From an optimization exercise on the open Yosys and OpenROAD flow, aimed at small area, a short achievable clock period and few clock cycles per item; shortcuts taken in it are not production practice.
In this exercise RTL edits were held to simulation tests only and were not proved equivalent to the original.
Power figures rest on the tool's default switching activity, not on a simulated workload.

[design/flow/design.v]
module doppler_row (
  input  wire        clk,
  input  wire        rst,
  input  wire        in_valid,
  output wire        in_ready,
  input  wire [7:0]  in_data,
  output reg         out_valid,
  input  wire        out_ready,
  output reg  [15:0] out_db,
  output reg         out_last
);
  localparam signed [15:0] DB_FLOOR  = -16'sd12800;   
  localparam signed [15:0] DB_OFFSET = -16'sd3960;    
  localparam [15:0]        DB_SCALE  = 16'd49321;     
  integer i;
  reg         byte_hi;
  reg  [7:0]  hi_byte;
  reg  [5:0]  n_in;
  reg         stg_full;
  wire        copy_now;
  assign in_ready = !stg_full || copy_now;
  wire in_fire = in_valid && in_ready;
  reg         s_vld;
  reg  signed [16:0] s_r;
  reg  [23:0] w_bd;      
  reg  [5:0]  n_r;
  reg  [14:0] win_c;
  always @(posedge clk) begin
    if (rst) begin
      byte_hi  <= 1'b0;
      n_in     <= 6'd0;
      stg_full <= 1'b0;
      s_vld    <= 1'b0;
    end else begin
      s_vld <= 1'b0;
      if (copy_now) stg_full <= 1'b0;
      if (in_fire) begin
        if (!byte_hi) begin
          hi_byte <= in_data;
          byte_hi <= 1'b1;
        end else begin
          byte_hi <= 1'b0;
          s_vld   <= 1'b1;
          n_in    <= n_in + 6'd1;
          if (n_in == 6'd63) stg_full <= 1'b1;
        end
      end
    end
  end
  always @(posedge clk) begin
    if (in_fire && byte_hi) begin
      s_r <= $signed({1'b0, hi_byte, in_data}) - 17'sd2048;
      w_bd <= win_bd;
      n_r <= n_in;
    end
  end
  wire [23:0] win_bd;
  benc #(.NB(8)) u_wenc (.b({1'b0, win_c}), .bd(win_bd));
  wire [31:0] win_prod;
  bmul #(.WA(17), .NB(8), .WP(32)) u_wmul (.a(s_r), .bd(w_bd), .p(win_prod));
  wire [31:0] win_rnd  = win_prod + 32'd16384;
  wire signed [16:0] xw_new   = win_rnd[31:15];
  reg signed [16:0] stg [0:61];
  wire stg_wr = s_vld && (n_r != 6'd0) && (n_r != 6'd63);
  always @(posedge clk) begin
    if (stg_wr) begin
      for (i = 0; i < 61; i = i + 1) stg[i] <= stg[i+1];
      stg[61] <= xw_new;
    end
  end
  reg signed [16:0] rp [0:14];    
  reg signed [16:0] rq [0:14];    
  reg signed [16:0] rr [0:14];    
  reg signed [16:0] rs [0:14];    
  reg signed [16:0] x16, x32, x48;
  reg [3:0] gc;
  always @(posedge clk) begin
    if (copy_now) begin
      for (i = 0; i < 15; i = i + 1) begin
        rp[i] <= stg[i];
        rq[i] <= stg[i+32];
        rs[i] <= stg[30-i];
      end
      rr[0] <= 17'sd0;
      for (i = 1; i < 15; i = i + 1) rr[i] <= stg[62-i];
      x16 <= stg[15];
      x32 <= stg[31];
      x48 <= stg[47];
      gc  <= 4'd1;
    end else begin
      for (i = 0; i < 14; i = i + 1) begin
        rp[i] <= rp[i+1];
        rq[i] <= rq[i+1];
        rr[i] <= rr[i+1];
        rs[i] <= rs[i+1];
      end
      rp[14] <= rp[0];
      rq[14] <= rq[0];
      rr[14] <= rr[0];
      rs[14] <= rs[0];
      gc <= (gc == 4'd15) ? 4'd1 : gc + 4'd1;
    end
  end
  wire signed [17:0] ap = rp[0] + rq[0];
  wire signed [17:0] am = rp[0] - rq[0];
  wire signed [17:0] bp = rr[0] + rs[0];
  wire signed [17:0] bm = rr[0] - rs[0];
  reg  signed [18:0] gAp, gBp, gAm, gBm;
  always @(posedge clk) begin
    gAp <= ap + bp;
    gBp <= ap - bp;
    gAm <= am + bm;
    gBm <= am - bm;
  end
  wire signed [18:0] sp_v0 = x16 + x32 + x48;
  wire signed [18:0] sp_v2 = x32 - x16 - x48;
  wire signed [18:0] sp_nx = -x32;
  wire signed [18:0] sp_d  = x48 - x16;
  wire signed [18:0] sp_nd = x16 - x48;
  localparam [1:0] L_WAIT = 2'd0, L_ISSUE = 2'd1, L_DONE = 2'd2;
  reg  [1:0]  lst   [0:1];
  reg  [3:0]  lic   [0:1];
  reg  [4:0]  lk    [0:1];
  reg         lnew  [0:1];
  reg  [23:0] lcb   [0:1];     
  reg  [23:0] lsb   [0:1];     
  reg         lfirst [0:1];
  reg         llast  [0:1];
  reg  [7:0]  lctl   [0:1];    
  reg  signed [36:0] acc_rl [0:1];
  reg  signed [36:0] acc_il [0:1];
  reg  signed [36:0] acc_rh [0:1];
  reg  signed [36:0] acc_ih [0:1];
  reg         cpend [0:1];     
  reg         cfull [0:1];     
  reg  signed [22:0] cap [0:1][0:3];
  reg  [1:0]  cfree;           
  function [14:0] qtab;
    input [4:0] j;
    begin
      case (j)
        5'd0:  qtab = 15'd16384;
        5'd1:  qtab = 15'd16305;
        5'd2:  qtab = 15'd16069;
        5'd3:  qtab = 15'd15679;
        5'd4:  qtab = 15'd15137;
        5'd5:  qtab = 15'd14449;
        5'd6:  qtab = 15'd13623;
        5'd7:  qtab = 15'd12665;
        5'd8:  qtab = 15'd11585;
        5'd9:  qtab = 15'd10394;
        5'd10: qtab = 15'd9102;
        5'd11: qtab = 15'd7723;
        5'd12: qtab = 15'd6270;
        5'd13: qtab = 15'd4756;
        5'd14: qtab = 15'd3196;
        5'd15: qtab = 15'd1606;
        default: qtab = 15'd0;
      endcase
    end
  endfunction
  function signed [15:0] ctab;
    input [5:0] m;
    reg [4:0] j;
    reg       neg;
    begin
      case (m[5:4])
        2'd0: begin j = {1'b0, m[3:0]};        neg = 1'b0; end
        2'd1: begin j = 5'd16 - {1'b0, m[3:0]}; neg = 1'b1; end
        2'd2: begin j = {1'b0, m[3:0]};        neg = 1'b1; end
        default: begin j = 5'd16 - {1'b0, m[3:0]}; neg = 1'b0; end
      endcase
      ctab = neg ? -$signed({1'b0, qtab(j)}) : $signed({1'b0, qtab(j)});
    end
  endfunction
  genvar gi;
  generate
    for (gi = 0; gi < 2; gi = gi + 1) begin : lane
      wire [1:0]  st    = lst[gi];
      wire [4:0]  k     = lk[gi];
      wire        j0    = (k == 5'd0);
      wire        issue = (st == L_ISSUE);
      wire [8:0]  kg    = k * gc;
      wire [5:0]  ph    = kg[5:0];
      wire        last_job = (k >= 5'd14);
      wire [15:0] tw_c = issue ? ctab(ph) : 16'sd0;
      wire [15:0] tw_s = issue ? (j0 ? 16'sd16384 : ctab(ph - 6'd16)) : 16'sd0;
      wire [23:0] bd_c, bd_s;
      benc #(.NB(8)) u_cenc (.b(tw_c), .bd(bd_c));
      benc #(.NB(8)) u_senc (.b(tw_s), .bd(bd_s));
      wire [7:0] ctl = !j0 ? {1'b1, 1'b0, 1'b1, 1'b1, 1'b1, gc[0], 1'b1, gc[0]}
                           : {1'b1, 1'b0, 1'b0, 1'b0, !gc[0], gc[1], gc[0], !gc[1]};
      always @(posedge clk) begin
        lcb[gi]    <= bd_c;
        lsb[gi]    <= bd_s;
        lfirst[gi] <= issue && (lic[gi] == 4'd0);
        llast[gi]  <= issue && (lic[gi] == 4'd14);
        lctl[gi]   <= ctl;
      end
      wire signed [18:0] opa = (gi == 0) ? gAp : gAm;
      wire signed [18:0] opb = (gi == 0) ? gBp : gBm;
      wire [34:0] pa_u, pb_u;
      bmul #(.WA(19), .NB(8), .WP(35)) u_ma (.a(opa), .bd(lcb[gi]), .p(pa_u));
      bmul #(.WA(19), .NB(8), .WP(35)) u_mb (.a(opb), .bd(lsb[gi]), .p(pb_u));
      wire [36:0] pa = {{2{pa_u[34]}}, pa_u};
      wire [36:0] pb = {{2{pb_u[34]}}, pb_u};
      reg  signed [18:0] sre, sil, sih;
      always @(*) begin
        case (k[1:0])
          2'd0: begin sre = sp_v0; sil = 19'sd0; sih = 19'sd0; end
          2'd1: begin sre = sp_nx; sil = sp_d;   sih = sp_nd;  end
          2'd2: begin sre = sp_v2; sil = 19'sd0; sih = 19'sd0; end
          default: begin sre = sp_nx; sil = sp_nd; sih = sp_d; end
        endcase
      end
      wire [36:0] init_re = {{4{sre[18]}}, sre, 14'd8192};
      wire [36:0] init_il = {{4{sil[18]}}, sil, 14'd8192};
      wire [36:0] init_ih = {{4{sih[18]}}, sih, 14'd8192};
      wire [36:0] b_rl = lfirst[gi] ? init_re : acc_rl[gi];
      wire [36:0] b_il = lfirst[gi] ? init_il : acc_il[gi];
      wire [36:0] b_rh = lfirst[gi] ? init_re : acc_rh[gi];
      wire [36:0] b_ih = lfirst[gi] ? init_ih : acc_ih[gi];
      wire [7:0]  c    = lctl[gi];
      always @(posedge clk) begin
        acc_rl[gi] <= b_rl + ((pa ^ {37{c[6]}}) & {37{c[7]}}) + {36'd0, c[7] & c[6]};
        acc_il[gi] <= b_il + ((pb ^ {37{c[4]}}) & {37{c[5]}}) + {36'd0, c[5] & c[4]};
        acc_rh[gi] <= b_rh + ((pa ^ {37{c[2]}}) & {37{c[3]}}) + {36'd0, c[3] & c[2]};
        acc_ih[gi] <= b_ih + ((pb ^ {37{c[0]}}) & {37{c[1]}}) + {36'd0, c[1] & c[0]};
      end
      wire do_cap = cpend[gi] && !cfull[gi];
      always @(posedge clk) begin
        if (do_cap) begin
          cap[gi][0] <= acc_rl[gi][36:14];
          cap[gi][1] <= acc_il[gi][36:14];
          cap[gi][2] <= acc_rh[gi][36:14];
          cap[gi][3] <= acc_ih[gi][36:14];
        end
      end
      wire go = !cfull[gi] && !cpend[gi];
      always @(posedge clk) begin
        if (rst) begin
          lst[gi]   <= L_WAIT;
          lic[gi]   <= 4'd0;
          lk[gi]    <= gi;
          lnew[gi]  <= 1'b0;
          cpend[gi] <= 1'b0;
          cfull[gi] <= 1'b0;
        end else begin
          if (llast[gi]) cpend[gi] <= 1'b1;
          else if (do_cap) cpend[gi] <= 1'b0;
          if (do_cap) cfull[gi] <= 1'b1;
          else if (cfree[gi]) cfull[gi] <= 1'b0;
          case (st)
            L_WAIT: begin
              if ((copy_now || lnew[gi]) && go) begin
                lst[gi]  <= L_ISSUE;
                lic[gi]  <= 4'd0;
                lnew[gi] <= 1'b0;
              end else if (copy_now) begin
                lnew[gi] <= 1'b1;
              end
            end
            L_ISSUE: begin
              lic[gi] <= lic[gi] + 4'd1;
              if (copy_now) lnew[gi] <= 1'b1;
              if (lic[gi] == 4'd14) begin
                if (!last_job) begin
                  lk[gi]  <= k + 5'd2;
                  lic[gi] <= 4'd0;
                  if (!go) lst[gi] <= L_DONE;
                end else begin
                  lk[gi]  <= gi;
                  lst[gi] <= L_WAIT;
                end
              end
            end
            default: begin    
              if (go) begin
                lst[gi] <= L_ISSUE;
                lic[gi] <= 4'd0;
              end
            end
          endcase
        end
      end
    end
  endgenerate
  wire lane_free0 = (lst[0] == L_WAIT) && !lnew[0];
  wire lane_free1 = (lst[1] == L_WAIT) && !lnew[1];
  assign copy_now = stg_full && lane_free0 && lane_free1;
  reg  [3:0] dk;
  reg        dact;
  reg  [1:0] dj;
  reg  [1:0] fcnt;
  reg  [1:0] lo_fl;      
  reg  [2:0] hi_fl;      
  reg  [3:0] lcnt;
  reg        b16_busy, b16_full;
  reg  [1:0] omode;      
  wire       dl = dk[0];
  wire d_room  = ({1'b0, fcnt} + {1'b0, lo_fl} < 3'd2) &&
                 ((dk != 4'd0) || !b16_busy) &&
                 ((dk != 4'd1) || (lcnt == 4'd0 && hi_fl == 3'd0));
  wire d_start = !dact && cfull[dl] && d_room;
  always @(*) begin
    cfree = 2'b00;
    if (dact && dj == 2'd3) cfree[dl] = 1'b1;
  end
  always @(posedge clk) begin
    if (rst) begin
      dk   <= 4'd0;
      dact <= 1'b0;
      dj   <= 2'd0;
    end else begin
      if (d_start) begin
        dact <= 1'b1;
        dj   <= 2'd0;
      end else if (dact) begin
        dj <= dj + 2'd1;
        if (dj == 2'd3) begin
          dact <= 1'b0;
          dk   <= dk + 4'd1;
        end
      end
    end
  end
  reg  signed [22:0] d1_x;
  reg                d1_v, d1_j0, d1_hi, d1_15, d1_b16;
  always @(posedge clk) begin
    if (rst) d1_v <= 1'b0;
    else     d1_v <= dact;
    d1_x   <= cap[dl][dj];
    d1_j0  <= !dj[0];
    d1_hi  <= dj[1];
    d1_15  <= (dk == 4'd15);
    d1_b16 <= (dk == 4'd0);
  end
  wire [45:0] d1_sq;
  sqr23 u_sq (.x(d1_x), .y(d1_sq));
  reg  [45:0] pw;
  reg         d2_v, d2_hi, d2_15, d2_b16;
  always @(posedge clk) begin
    if (rst) d2_v <= 1'b0;
    else     d2_v <= d1_v && !d1_j0;
    pw     <= (d1_j0 ? 46'd0 : pw) + d1_sq;
    d2_hi  <= d1_hi;
    d2_15  <= d1_15;
    d2_b16 <= d1_b16;
  end
  reg  [45:0] nrm;
  reg  [5:0]  lz;
  always @(*) begin
    nrm = pw;
    lz  = 6'd0;
    if (nrm[45:14] == 32'd0) begin nrm = nrm << 32; lz = lz + 6'd32; end
    if (nrm[45:30] == 16'd0) begin nrm = nrm << 16; lz = lz + 6'd16; end
    if (nrm[45:38] == 8'd0)  begin nrm = nrm << 8;  lz = lz + 6'd8;  end
    if (nrm[45:42] == 4'd0)  begin nrm = nrm << 4;  lz = lz + 6'd4;  end
    if (nrm[45:44] == 2'd0)  begin nrm = nrm << 2;  lz = lz + 6'd2;  end
    if (nrm[45] == 1'b0)     begin nrm = nrm << 1;  lz = lz + 6'd1;  end
  end
  reg  [5:0]  d3_e;
  reg  [7:0]  d3_f;
  reg         d3_z, d3_v, d3_hi, d3_15, d3_b16;
  always @(posedge clk) begin
    if (rst) d3_v <= 1'b0;
    else     d3_v <= d2_v;
    d3_e   <= 6'd45 - lz;
    d3_f   <= nrm[44:37];
    d3_z   <= (pw == 46'd0);
    d3_hi  <= d2_hi;
    d3_15  <= d2_15;
    d3_b16 <= d2_b16;
  end
  reg  [7:0]  log_f;
  wire [13:0] log2_q8 = {d3_e, 8'd0} + {6'd0, log_f};
  wire [29:0] db_prod = log2_q8 * DB_SCALE + 30'd32768;
  wire signed [15:0] db_val = d3_z ? DB_FLOOR
                              : $signed({2'b00, db_prod[29:16]}) + DB_OFFSET;
  reg  [15:0] d4_db;
  reg         d4_v, d4_hi, d4_15, d4_b16;
  always @(posedge clk) begin
    if (rst) d4_v <= 1'b0;
    else     d4_v <= d3_v;
    d4_db  <= db_val;
    d4_hi  <= d3_hi;
    d4_15  <= d3_15;
    d4_b16 <= d3_b16;
  end
  reg  [15:0] fdb [0:1];
  reg         f15 [0:1];
  reg         fwp, frp;
  reg  [15:0] lf  [0:14];
  reg  [15:0] b16;
  wire f_push = d4_v && !d4_hi;
  wire b_push = d4_v && d4_hi && d4_b16;
  wire l_push = d4_v && d4_hi && !d4_b16;
  wire o_free = !out_valid || out_ready;
  wire f_pop  = o_free && (omode == 2'd0) && (fcnt != 2'd0);
  wire b_pop  = o_free && (omode == 2'd1) && b16_full;
  wire l_pop  = o_free && (omode == 2'd2) && (lcnt != 4'd0);
  wire d_hi_start = d_start && (dk != 4'd0);
  always @(posedge clk) begin
    if (f_push) begin
      fdb[fwp] <= d4_db;
      f15[fwp] <= d4_15;
    end
    if (l_push) lf[lcnt] <= d4_db;
    if (b_push) b16 <= d4_db;
  end
  always @(posedge clk) begin
    if (rst) begin
      fcnt      <= 2'd0;
      fwp       <= 1'b0;
      frp       <= 1'b0;
      lo_fl     <= 2'd0;
      hi_fl     <= 3'd0;
      lcnt      <= 4'd0;
      b16_busy  <= 1'b0;
      b16_full  <= 1'b0;
      omode     <= 2'd0;
      out_valid <= 1'b0;
      out_last  <= 1'b0;
    end else begin
      fcnt  <= fcnt + {1'b0, f_push} - {1'b0, f_pop};
      lo_fl <= lo_fl + {1'b0, d_start} - {1'b0, f_push};
      hi_fl <= hi_fl + {2'b0, d_hi_start} - {2'b0, l_push};
      if (f_push) fwp <= !fwp;
      if (f_pop)  frp <= !frp;
      if (l_push) lcnt <= lcnt + 4'd1;
      if (l_pop)  lcnt <= lcnt - 4'd1;
      if (d_start && dk == 4'd0) b16_busy <= 1'b1;
      if (b_push) b16_full <= 1'b1;
      if (f_pop) begin
        out_valid <= 1'b1;
        out_db    <= fdb[frp];
        out_last  <= 1'b0;
        if (f15[frp]) omode <= 2'd1;
      end else if (b_pop) begin
        out_valid <= 1'b1;
        out_db    <= b16;
        out_last  <= 1'b0;
        b16_full  <= 1'b0;
        b16_busy  <= 1'b0;
        omode     <= 2'd2;
      end else if (l_pop) begin
        out_valid <= 1'b1;
        out_db    <= lf[lcnt - 4'd1];
        out_last  <= (lcnt == 4'd1);
        if (lcnt == 4'd1) omode <= 2'd0;
      end else if (o_free) begin
        out_valid <= 1'b0;
      end
    end
  end
  always @(*) begin
    case (n_in)
      6'd0: win_c = 15'd0;
      6'd1: win_c = 15'd81;
      6'd2: win_c = 15'd325;
      6'd3: win_c = 15'd728;
      6'd4: win_c = 15'd1287;
      6'd5: win_c = 15'd1995;
      6'd6: win_c = 15'd2847;
      6'd7: win_c = 15'd3833;
      6'd8: win_c = 15'd4944;
      6'd9: win_c = 15'd6169;
      6'd10: win_c = 15'd7495;
      6'd11: win_c = 15'd8909;
      6'd12: win_c = 15'd10398;
      6'd13: win_c = 15'd11947;
      6'd14: win_c = 15'd13539;
      6'd15: win_c = 15'd15160;
      6'd16: win_c = 15'd16792;
      6'd17: win_c = 15'd18421;
      6'd18: win_c = 15'd20030;
      6'd19: win_c = 15'd21602;
      6'd20: win_c = 15'd23123;
      6'd21: win_c = 15'd24576;
      6'd22: win_c = 15'd25948;
      6'd23: win_c = 15'd27225;
      6'd24: win_c = 15'd28394;
      6'd25: win_c = 15'd29444;
      6'd26: win_c = 15'd30364;
      6'd27: win_c = 15'd31145;
      6'd28: win_c = 15'd31780;
      6'd29: win_c = 15'd32261;
      6'd30: win_c = 15'd32585;
      6'd31: win_c = 15'd32748;
      6'd32: win_c = 15'd32748;
      6'd33: win_c = 15'd32585;
      6'd34: win_c = 15'd32261;
      6'd35: win_c = 15'd31780;
      6'd36: win_c = 15'd31145;
      6'd37: win_c = 15'd30364;
      6'd38: win_c = 15'd29444;
      6'd39: win_c = 15'd28394;
      6'd40: win_c = 15'd27225;
      6'd41: win_c = 15'd25948;
      6'd42: win_c = 15'd24576;
      6'd43: win_c = 15'd23123;
      6'd44: win_c = 15'd21602;
      6'd45: win_c = 15'd20030;
      6'd46: win_c = 15'd18421;
      6'd47: win_c = 15'd16792;
      6'd48: win_c = 15'd15160;
      6'd49: win_c = 15'd13539;
      6'd50: win_c = 15'd11947;
      6'd51: win_c = 15'd10398;
      6'd52: win_c = 15'd8909;
      6'd53: win_c = 15'd7495;
      6'd54: win_c = 15'd6169;
      6'd55: win_c = 15'd4944;
      6'd56: win_c = 15'd3833;
      6'd57: win_c = 15'd2847;
      6'd58: win_c = 15'd1995;
      6'd59: win_c = 15'd1287;
      6'd60: win_c = 15'd728;
      6'd61: win_c = 15'd325;
      6'd62: win_c = 15'd81;
      6'd63: win_c = 15'd0;
      default: win_c = 15'd0;
    endcase
  end
  always @(*) begin
    case (d3_f)
      8'd0: log_f = 8'd0;
      8'd1: log_f = 8'd1;
      8'd2: log_f = 8'd3;
      8'd3: log_f = 8'd4;
      8'd4: log_f = 8'd6;
      8'd5: log_f = 8'd7;
      8'd6: log_f = 8'd9;
      8'd7: log_f = 8'd10;
      8'd8: log_f = 8'd11;
      8'd9: log_f = 8'd13;
      8'd10: log_f = 8'd14;
      8'd11: log_f = 8'd16;
      8'd12: log_f = 8'd17;
      8'd13: log_f = 8'd18;
      8'd14: log_f = 8'd20;
      8'd15: log_f = 8'd21;
      8'd16: log_f = 8'd22;
      8'd17: log_f = 8'd24;
      8'd18: log_f = 8'd25;
      8'd19: log_f = 8'd26;
      8'd20: log_f = 8'd28;
      8'd21: log_f = 8'd29;
      8'd22: log_f = 8'd30;
      8'd23: log_f = 8'd32;
      8'd24: log_f = 8'd33;
      8'd25: log_f = 8'd34;
      8'd26: log_f = 8'd36;
      8'd27: log_f = 8'd37;
      8'd28: log_f = 8'd38;
      8'd29: log_f = 8'd40;
      8'd30: log_f = 8'd41;
      8'd31: log_f = 8'd42;
      8'd32: log_f = 8'd44;
      8'd33: log_f = 8'd45;
      8'd34: log_f = 8'd46;
      8'd35: log_f = 8'd47;
      8'd36: log_f = 8'd49;
      8'd37: log_f = 8'd50;
      8'd38: log_f = 8'd51;
      8'd39: log_f = 8'd52;
      8'd40: log_f = 8'd54;
      8'd41: log_f = 8'd55;
      8'd42: log_f = 8'd56;
      8'd43: log_f = 8'd57;
      8'd44: log_f = 8'd59;
      8'd45: log_f = 8'd60;
      8'd46: log_f = 8'd61;
      8'd47: log_f = 8'd62;
      8'd48: log_f = 8'd63;
      8'd49: log_f = 8'd65;
      8'd50: log_f = 8'd66;
      8'd51: log_f = 8'd67;
      8'd52: log_f = 8'd68;
      8'd53: log_f = 8'd69;
      8'd54: log_f = 8'd71;
      8'd55: log_f = 8'd72;
      8'd56: log_f = 8'd73;
      8'd57: log_f = 8'd74;
      8'd58: log_f = 8'd75;
      8'd59: log_f = 8'd77;
      8'd60: log_f = 8'd78;
      8'd61: log_f = 8'd79;
      8'd62: log_f = 8'd80;
      8'd63: log_f = 8'd81;
      8'd64: log_f = 8'd82;
      8'd65: log_f = 8'd84;
      8'd66: log_f = 8'd85;
      8'd67: log_f = 8'd86;
      8'd68: log_f = 8'd87;
      8'd69: log_f = 8'd88;
      8'd70: log_f = 8'd89;
      8'd71: log_f = 8'd90;
      8'd72: log_f = 8'd92;
      8'd73: log_f = 8'd93;
      8'd74: log_f = 8'd94;
      8'd75: log_f = 8'd95;
      8'd76: log_f = 8'd96;
      8'd77: log_f = 8'd97;
      8'd78: log_f = 8'd98;
      8'd79: log_f = 8'd99;
      8'd80: log_f = 8'd100;
      8'd81: log_f = 8'd102;
      8'd82: log_f = 8'd103;
      8'd83: log_f = 8'd104;
      8'd84: log_f = 8'd105;
      8'd85: log_f = 8'd106;
      8'd86: log_f = 8'd107;
      8'd87: log_f = 8'd108;
      8'd88: log_f = 8'd109;
      8'd89: log_f = 8'd110;
      8'd90: log_f = 8'd111;
      8'd91: log_f = 8'd112;
      8'd92: log_f = 8'd113;
      8'd93: log_f = 8'd114;
      8'd94: log_f = 8'd116;
      8'd95: log_f = 8'd117;
      8'd96: log_f = 8'd118;
      8'd97: log_f = 8'd119;
      8'd98: log_f = 8'd120;
      8'd99: log_f = 8'd121;
      8'd100: log_f = 8'd122;
      8'd101: log_f = 8'd123;
      8'd102: log_f = 8'd124;
      8'd103: log_f = 8'd125;
      8'd104: log_f = 8'd126;
      8'd105: log_f = 8'd127;
      8'd106: log_f = 8'd128;
      8'd107: log_f = 8'd129;
      8'd108: log_f = 8'd130;
      8'd109: log_f = 8'd131;
      8'd110: log_f = 8'd132;
      8'd111: log_f = 8'd133;
      8'd112: log_f = 8'd134;
      8'd113: log_f = 8'd135;
      8'd114: log_f = 8'd136;
      8'd115: log_f = 8'd137;
      8'd116: log_f = 8'd138;
      8'd117: log_f = 8'd139;
      8'd118: log_f = 8'd140;
      8'd119: log_f = 8'd141;
      8'd120: log_f = 8'd142;
      8'd121: log_f = 8'd143;
      8'd122: log_f = 8'd144;
      8'd123: log_f = 8'd145;
      8'd124: log_f = 8'd146;
      8'd125: log_f = 8'd147;
      8'd126: log_f = 8'd148;
      8'd127: log_f = 8'd149;
      8'd128: log_f = 8'd150;
      8'd129: log_f = 8'd151;
      8'd130: log_f = 8'd152;
      8'd131: log_f = 8'd153;
      8'd132: log_f = 8'd154;
      8'd133: log_f = 8'd155;
      8'd134: log_f = 8'd155;
      8'd135: log_f = 8'd156;
      8'd136: log_f = 8'd157;
      8'd137: log_f = 8'd158;
      8'd138: log_f = 8'd159;
      8'd139: log_f = 8'd160;
      8'd140: log_f = 8'd161;
      8'd141: log_f = 8'd162;
      8'd142: log_f = 8'd163;
      8'd143: log_f = 8'd164;
      8'd144: log_f = 8'd165;
      8'd145: log_f = 8'd166;
      8'd146: log_f = 8'd167;
      8'd147: log_f = 8'd168;
      8'd148: log_f = 8'd169;
      8'd149: log_f = 8'd169;
      8'd150: log_f = 8'd170;
      8'd151: log_f = 8'd171;
      8'd152: log_f = 8'd172;
      8'd153: log_f = 8'd173;
      8'd154: log_f = 8'd174;
      8'd155: log_f = 8'd175;
      8'd156: log_f = 8'd176;
      8'd157: log_f = 8'd177;
      8'd158: log_f = 8'd178;
      8'd159: log_f = 8'd178;
      8'd160: log_f = 8'd179;
      8'd161: log_f = 8'd180;
      8'd162: log_f = 8'd181;
      8'd163: log_f = 8'd182;
      8'd164: log_f = 8'd183;
      8'd165: log_f = 8'd184;
      8'd166: log_f = 8'd185;
      8'd167: log_f = 8'd185;
      8'd168: log_f = 8'd186;
      8'd169: log_f = 8'd187;
      8'd170: log_f = 8'd188;
      8'd171: log_f = 8'd189;
      8'd172: log_f = 8'd190;
      8'd173: log_f = 8'd191;
      8'd174: log_f = 8'd192;
      8'd175: log_f = 8'd192;
      8'd176: log_f = 8'd193;
      8'd177: log_f = 8'd194;
      8'd178: log_f = 8'd195;
      8'd179: log_f = 8'd196;
      8'd180: log_f = 8'd197;
      8'd181: log_f = 8'd198;
      8'd182: log_f = 8'd198;
      8'd183: log_f = 8'd199;
      8'd184: log_f = 8'd200;
      8'd185: log_f = 8'd201;
      8'd186: log_f = 8'd202;
      8'd187: log_f = 8'd203;
      8'd188: log_f = 8'd203;
      8'd189: log_f = 8'd204;
      8'd190: log_f = 8'd205;
      8'd191: log_f = 8'd206;
      8'd192: log_f = 8'd207;
      8'd193: log_f = 8'd208;
      8'd194: log_f = 8'd208;
      8'd195: log_f = 8'd209;
      8'd196: log_f = 8'd210;
      8'd197: log_f = 8'd211;
      8'd198: log_f = 8'd212;
      8'd199: log_f = 8'd212;
      8'd200: log_f = 8'd213;
      8'd201: log_f = 8'd214;
      8'd202: log_f = 8'd215;
      8'd203: log_f = 8'd216;
      8'd204: log_f = 8'd216;
      8'd205: log_f = 8'd217;
      8'd206: log_f = 8'd218;
      8'd207: log_f = 8'd219;
      8'd208: log_f = 8'd220;
      8'd209: log_f = 8'd220;
      8'd210: log_f = 8'd221;
      8'd211: log_f = 8'd222;
      8'd212: log_f = 8'd223;
      8'd213: log_f = 8'd224;
      8'd214: log_f = 8'd224;
      8'd215: log_f = 8'd225;
      8'd216: log_f = 8'd226;
      8'd217: log_f = 8'd227;
      8'd218: log_f = 8'd228;
      8'd219: log_f = 8'd228;
      8'd220: log_f = 8'd229;
      8'd221: log_f = 8'd230;
      8'd222: log_f = 8'd231;
      8'd223: log_f = 8'd231;
      8'd224: log_f = 8'd232;
      8'd225: log_f = 8'd233;
      8'd226: log_f = 8'd234;
      8'd227: log_f = 8'd234;
      8'd228: log_f = 8'd235;
      8'd229: log_f = 8'd236;
      8'd230: log_f = 8'd237;
      8'd231: log_f = 8'd238;
      8'd232: log_f = 8'd238;
      8'd233: log_f = 8'd239;
      8'd234: log_f = 8'd240;
      8'd235: log_f = 8'd241;
      8'd236: log_f = 8'd241;
      8'd237: log_f = 8'd242;
      8'd238: log_f = 8'd243;
      8'd239: log_f = 8'd244;
      8'd240: log_f = 8'd244;
      8'd241: log_f = 8'd245;
      8'd242: log_f = 8'd246;
      8'd243: log_f = 8'd247;
      8'd244: log_f = 8'd247;
      8'd245: log_f = 8'd248;
      8'd246: log_f = 8'd249;
      8'd247: log_f = 8'd249;
      8'd248: log_f = 8'd250;
      8'd249: log_f = 8'd251;
      8'd250: log_f = 8'd252;
      8'd251: log_f = 8'd252;
      8'd252: log_f = 8'd253;
      8'd253: log_f = 8'd254;
      8'd254: log_f = 8'd255;
      8'd255: log_f = 8'd255;
      default: log_f = 8'd0;
    endcase
  end
endmodule
module bmul #(parameter WA = 19, parameter NB = 8, parameter WP = 35) (
  input  wire signed [WA-1:0]   a,
  input  wire [3*NB-1:0]        bd,
  output wire [WP-1:0]          p
);
  localparam WR = WA + 2;
  function [WP-1:0] cst_f;
    input integer dummy;
    integer i;
    begin
      cst_f = {WP{1'b0}};
      for (i = 0; i < NB; i = i + 1)
        cst_f = cst_f - ({{(WP-1){1'b0}}, 1'b1} << (WR - 1 + 2*i));
    end
  endfunction
  localparam [WP-1:0] CST = cst_f(0);
  wire [WP-1:0] rows [0:NB-1];
  wire [WP-1:0] negs;
  genvar i;
  generate
    for (i = 0; i < NB; i = i + 1) begin : r
      wire one = bd[3*i];
      wire two = bd[3*i+1];
      wire neg = bd[3*i+2];
      wire [WR-1:0] sel = one ? {{2{a[WA-1]}}, a} : two ? {a[WA-1], a, 1'b0} : {WR{1'b0}};
      wire [WR-1:0] x   = sel ^ {WR{neg}};
      wire [WR-1:0] xs  = {~x[WR-1], x[WR-2:0]};
      assign rows[i] = {{(WP-WR){1'b0}}, xs} << (2*i);
      assign negs[2*i] = neg;
      if (2*i+1 < WP) assign negs[2*i+1] = 1'b0;
    end
    if (2*NB < WP) assign negs[WP-1:2*NB] = {(WP-2*NB){1'b0}};
  endgenerate
  reg [WP-1:0] s;
  integer j;
  always @(*) begin
    s = negs + CST;
    for (j = 0; j < NB; j = j + 1) s = s + rows[j];
  end
  assign p = s;
endmodule
module benc #(parameter NB = 8) (input wire [2*NB-1:0] b, output wire [3*NB-1:0] bd);
  genvar i;
  generate
    for (i = 0; i < NB; i = i + 1) begin : e
      wire b2 = b[2*i+1];
      wire b1 = b[2*i];
      wire b0;
      if (i == 0) assign b0 = 1'b0; else assign b0 = b[2*i-1];
      assign bd[3*i]   = b1 ^ b0;
      assign bd[3*i+1] = (b2 ^ b1) & ~(b1 ^ b0);
      assign bd[3*i+2] = b2;
    end
  endgenerate
endmodule
module sqr23 (input wire signed [22:0] x, output wire [45:0] y);
  wire [22:0] u = x[22] ? -x : x;
  reg  [45:0] s;
  integer i;
  always @(*) begin
    s = 46'd0;
    for (i = 0; i < 23; i = i + 1) begin
      s[2*i] = u[i];
    end
    for (i = 0; i < 22; i = i + 1) begin
      s = s + (u[i] ? (({23'd0, u} >> (i+1)) << (2*i+2)) : 46'd0);
    end
  end
  assign y = s;
endmodule
[design/flow/run.sh]
#!/bin/bash
# synth_recipe.tcl (not shown) runs the flow's synth.tcl, then flattens the netlist and writes it again
# the make line also repeats each setting of config.mk as NAME=value (left out here)
make -C /OpenROAD-flow-scripts/flow DESIGN_CONFIG=/design/flow/config.mk WORK_HOME=/design/flow/orfs CLKGATE_MAP_FILE= SYNTH_SCRIPT=/design/flow/synth_recipe.tcl finish
[design/flow/config.mk]
export PLATFORM = sky130hd
export DESIGN_NAME = doppler_row
export DESIGN_NICKNAME = doppler_row
export VERILOG_FILES = /design/flow/design.v
export SDC_FILE = /design/flow/constraint.sdc
export NUM_CORES = 4
export LEC_CHECK = 0
export CAP_MARGIN = 20
export CORE_MARGIN = 2
export CORE_UTILIZATION = 40
export SLEW_MARGIN = 20
[design/flow/constraint.sdc]
create_clock -name core_clock -period 12.0 [get_ports {clk}]
set_input_delay 2.4000 -clock core_clock [delete_from_list [all_inputs] [get_ports {clk}]]
set_output_delay 2.4000 -clock core_clock [all_outputs]
set_load 0.01 [all_outputs]
==> results.toml <==
[logic_synthesis]
seq_area_frac_synth_pct = 44.05
syn_area_um2 = 189600
synth_ff_type = "dfxtp_1"
async_reset_ff_share_pct = 0
ys_types = 117
synth_edf_count = 1649
ys_ff_latch = 3348
syn_avg_cell_area_um2 = 9.887
ys_warn_count = 46
syn_inst = 19180

[critical_path]
rr_startpoint = "d1_x[0]"
cp-end-kind = "register"
crit_path_start = "d1_x[0]"
critPathLaunchType = "register"
worstPathMaxFanout = 18
worstPathRequired_ns = 12.83
setup.worst_path.class = "reg -> reg"
worst_ep_arrival_time_ns = 10.97

[placed_design]
globalplace.congestion = 0.8887
dp_hpwl_um = 323600
numPortBuffers = 30

[power_and_ir_drop]
power.static_leakage_nw = 86.54
power_density_nw_per_um2 = 210.8
ir_drop_v = 0.0003300

[sta]
tightestPinTransition_ns = 1.160
clock_skew_ns = 0.07647
setup_viol = 0
fmax_ghz = 0.09871
fin_setup_tns_ns = 0
holdWs_ns = 0.3163
rsz0062_at_grt = "false"
fin_crit_sh_pct = 84.43
finalMaxSlewViolations = 0
max-slew-margin-rel_pct = 22.69
hold_viol_final = 0
layout_min_cycle_time_ns = 10.13

[global_routing]
grt_pass1_wl_um = 724900
grt_pass1_vias = 127200
antenna_found_initial = 24
grt_max_degree = 220
grt_remaining_overflow = 0
grtUsageTotal_pct = 18.67

[routing]
final_antenna_net_count = 0
drt_first_iter_violations = 10290
wirelength_um = 459500
num_vias = 130200
dr.pass1.iters = 10
via_per_inst = 5.140
drc = 0
wl_per_cell_um = 18.14

[clocking]
cts.path.max_buffers = 4
clk_transition_reported_paths_ns = 0.06
cts_hold_buf = 0
cts-resized-gates = 0
cts_tree = "yes"
insertion_delay_ns = 0.98
cts_made_buffers = 353
root_buffer = "clkbuf_16"
htreeDepth = 5
cts_setup_buffers = 0
clock-sinks = 3348

[floorplan]
fp-row-count = 252
dieArea_um2 = 479600
die_w_um = 692.6
core_area_um2 = 471700
start_util_pct = 40.20
ioPinCount = 31
dieHeight_um = 692.6

[worst_hold_path]
hp-class = "reg -> reg"
hp-start = "d2_15"

[final_layout]
layout_commonest_cell = "nand2_1"
drive_gt1_share_pct = 5.221
layout.nets = 20910
layout_common_cells = "nand2_1 (4100), dfxtp_1 (1687), edfxtp_1 (1649)"
utilization_pct = 44.04
syn_to_final_growth_pct = 9.534

[status]
status = "timing/DRC/antenna clean"

[job]
drv_cap = 0
power breakdown:
part	switching (mW)	total, mW	internal (mW)
clock	4.75	11.2	6.44
combinational	10.0	17.3	7.28
sequential	1.48	15.3	13.8
worst paths after layout:
| kind | end | cells after the start | slack, ns |
|---|---|---|---|
| setup / recovery | pw[43] | 27 | 1.87 |
| hold / removal | d3_15 | 0 | 0.32 |
| setup reg to reg | pw[43] | 27 | 1.87 |
| hold reg to reg | d3_15 | 0 | 0.32 |
cells by family after synthesis:
family	after synthesis	synth area share, %
AOI/OAI and AO/OA	3049	10.49
xor gates and xnor gates	1643	7.614
adders and majority gates	2106	17.20
buffers and inverters	2342	4.696
DFF	3348	44.05
muxes	174	1.296
other	2	0.003960
and+or+nand+nor	6518	14.66
sequential cells by signal (all words and copies together) (netlist names), 184 cells and up, named ones only:
signal / flops
stg: 1054
rr: 255
cap: 184
rs: 255
rq: 255
rp: 255
lf: 240
routing by layer:
| metal | routed length, µm | track usage [%] | vias up |
|---|---|---|---|
| met5 | 0 | 0 | - |
| met4 | 13400 | 5.392 | 0 |
| met3 | 22910 | 2.144 | 673 |
| met2 | 213000 | 30.79 | 3070 |
| met1 | 210200 | 25.85 | 62900 |
| li1 | - | - | 63550 |
synthesized netlist by cell type, types with 17 or more instances:
cell type,instances,area [µm²]
nand2_1,4100,15390
dfxtp_1,1699,34010
edfxtp_1,1649,49520
inv_1,1348,5060
ha_1,1268,15870
nor2_1,963,3615
xnor2_1,963,8434
clkbuf_1,861,3232
fa_1,835,16720
o21ai_0,767,3839
xor2_1,676,5921
a21oi_1,641,3208
a22oi_1,516,3874
nor2b_1,331,2071
and2_1,234,1464
nand3_1,214,1071
nor3_1,198,991.0
a21o_1,136,1021
o21a_1,125,938.4
o21bai_1,125,938.4
a211oi_1,106,795.8
nand2b_1,105,656.9
buf_1,86,322.8
and3_1,83,519.3
o211ai_1,83,623.1
mux2i_1,80,800.8
a31oi_1,70,437.9
or3_1,65,406.6
mux4_2,53,1194
or2_2,53,331.6
o31ai_1,49,367.9
mux2_2,40,450.4
nand4_1,39,244.0
o221ai_1,34,297.8
a21boi_0,33,247.7
nand3b_1,33,247.7
o2bb2ai_1,28,245.2
nor4_1,27,168.9
a222oi_1,25,250.2
o22ai_1,25,156.4
a221oi_1,22,192.7
a311oi_1,21,183.9
a41oi_1,21,183.9
o2111ai_1,18,157.7
a211o_1,17,148.9
worst max-delay path, stage by stage (launching register included):
cell,delay (ns)
dfxtp_1,0.85
clkinv_1,0.49
ha_1,0.36
inv_1,0.09
or4_1,0.17
o31ai_1,0.09
xor2_1,0.72
inv_1,0.61
nand2_1,0.23
fa_1,0.43
fa_1,0.47
fa_1,0.50
inv_1,0.05
fa_1,0.43
ha_1,0.29
ha_1,0.32
or2_2,0.30
a2111oi_0,0.63
a211oi_1,0.20
a2111oi_0,0.71
o21ai_0,0.26
nand3b_1,0.18
a41oi_1,0.20
a311oi_1,0.43
nor3_1,0.12
a211oi_1,0.55
o21ai_0,0.16
a211oi_1,0.20
area by class of cell:
cell class | instances | area (µm²)
diodes | 10 | 25.02
well taps | 6223 | 7786
repair buffers | 225 | 1948
clock buffers | 483 | 9965
flip-flops and latches | 3348 | 83550
clock inverters | 174 | 1938
inverters | 1362 | 5124
fillers | 44560 | 264000
multi-input cells | 13500 | 97390
through the flow:
| step | setup slack [ns] | total power [mW] | cells | instance area [µm²] |
|---|---|---|---|---|
| after floorplan | 3.593 | 28.07 | 19190 | 189700 |
| after global placement | 2.171 | 32.46 | 24660 | 195700 |
| after detailed placement | 2.000 | 32.68 | 24660 | 195700 |
| after CTS | 2.012 | 44.05 | 25310 | 207600 |
| after global routing | 1.151 | 46.80 | 25320 | 207700 |
| final | 1.869 | 43.79 | 25330 | 207700 |
Testbench counts, summed over its fixed seeds: cycles 13,512, windows 96.

[static timing again, ports no longer ideal]
How much do the figures lean on ideal ports? The routed layout below was timed once more, with nothing changed but the port constraints. Step 1 (the two cells are an assumption about what drives the block):
set clk [get_ports {clk}]
set_driving_cell -lib_cell sky130_fd_sc_hd__clkbuf_16 $clk
set_driving_cell -lib_cell sky130_fd_sc_hd__buf_2 [delete_from_list [all_inputs] $clk]
Step 2 moves the port delays by t, midway between the first and last clock arrival at a register: inputs arrive t later, outputs are due t later. That takes back most of the time a late clock gives input paths. Slacks: ideal / step 1 / step 2; pairs: ideal / step 1.
t, ns: 1.051
setup slack, ns: 1.869 / 1.869 / 1.869
worst hold slack (ns): 0.316 / 0.316 / 0.316
After both steps setup and hold are still met in this run. For this run, drivers alone change the setup slack by 0.000 ns; drivers and shift together by 0.000 ns.
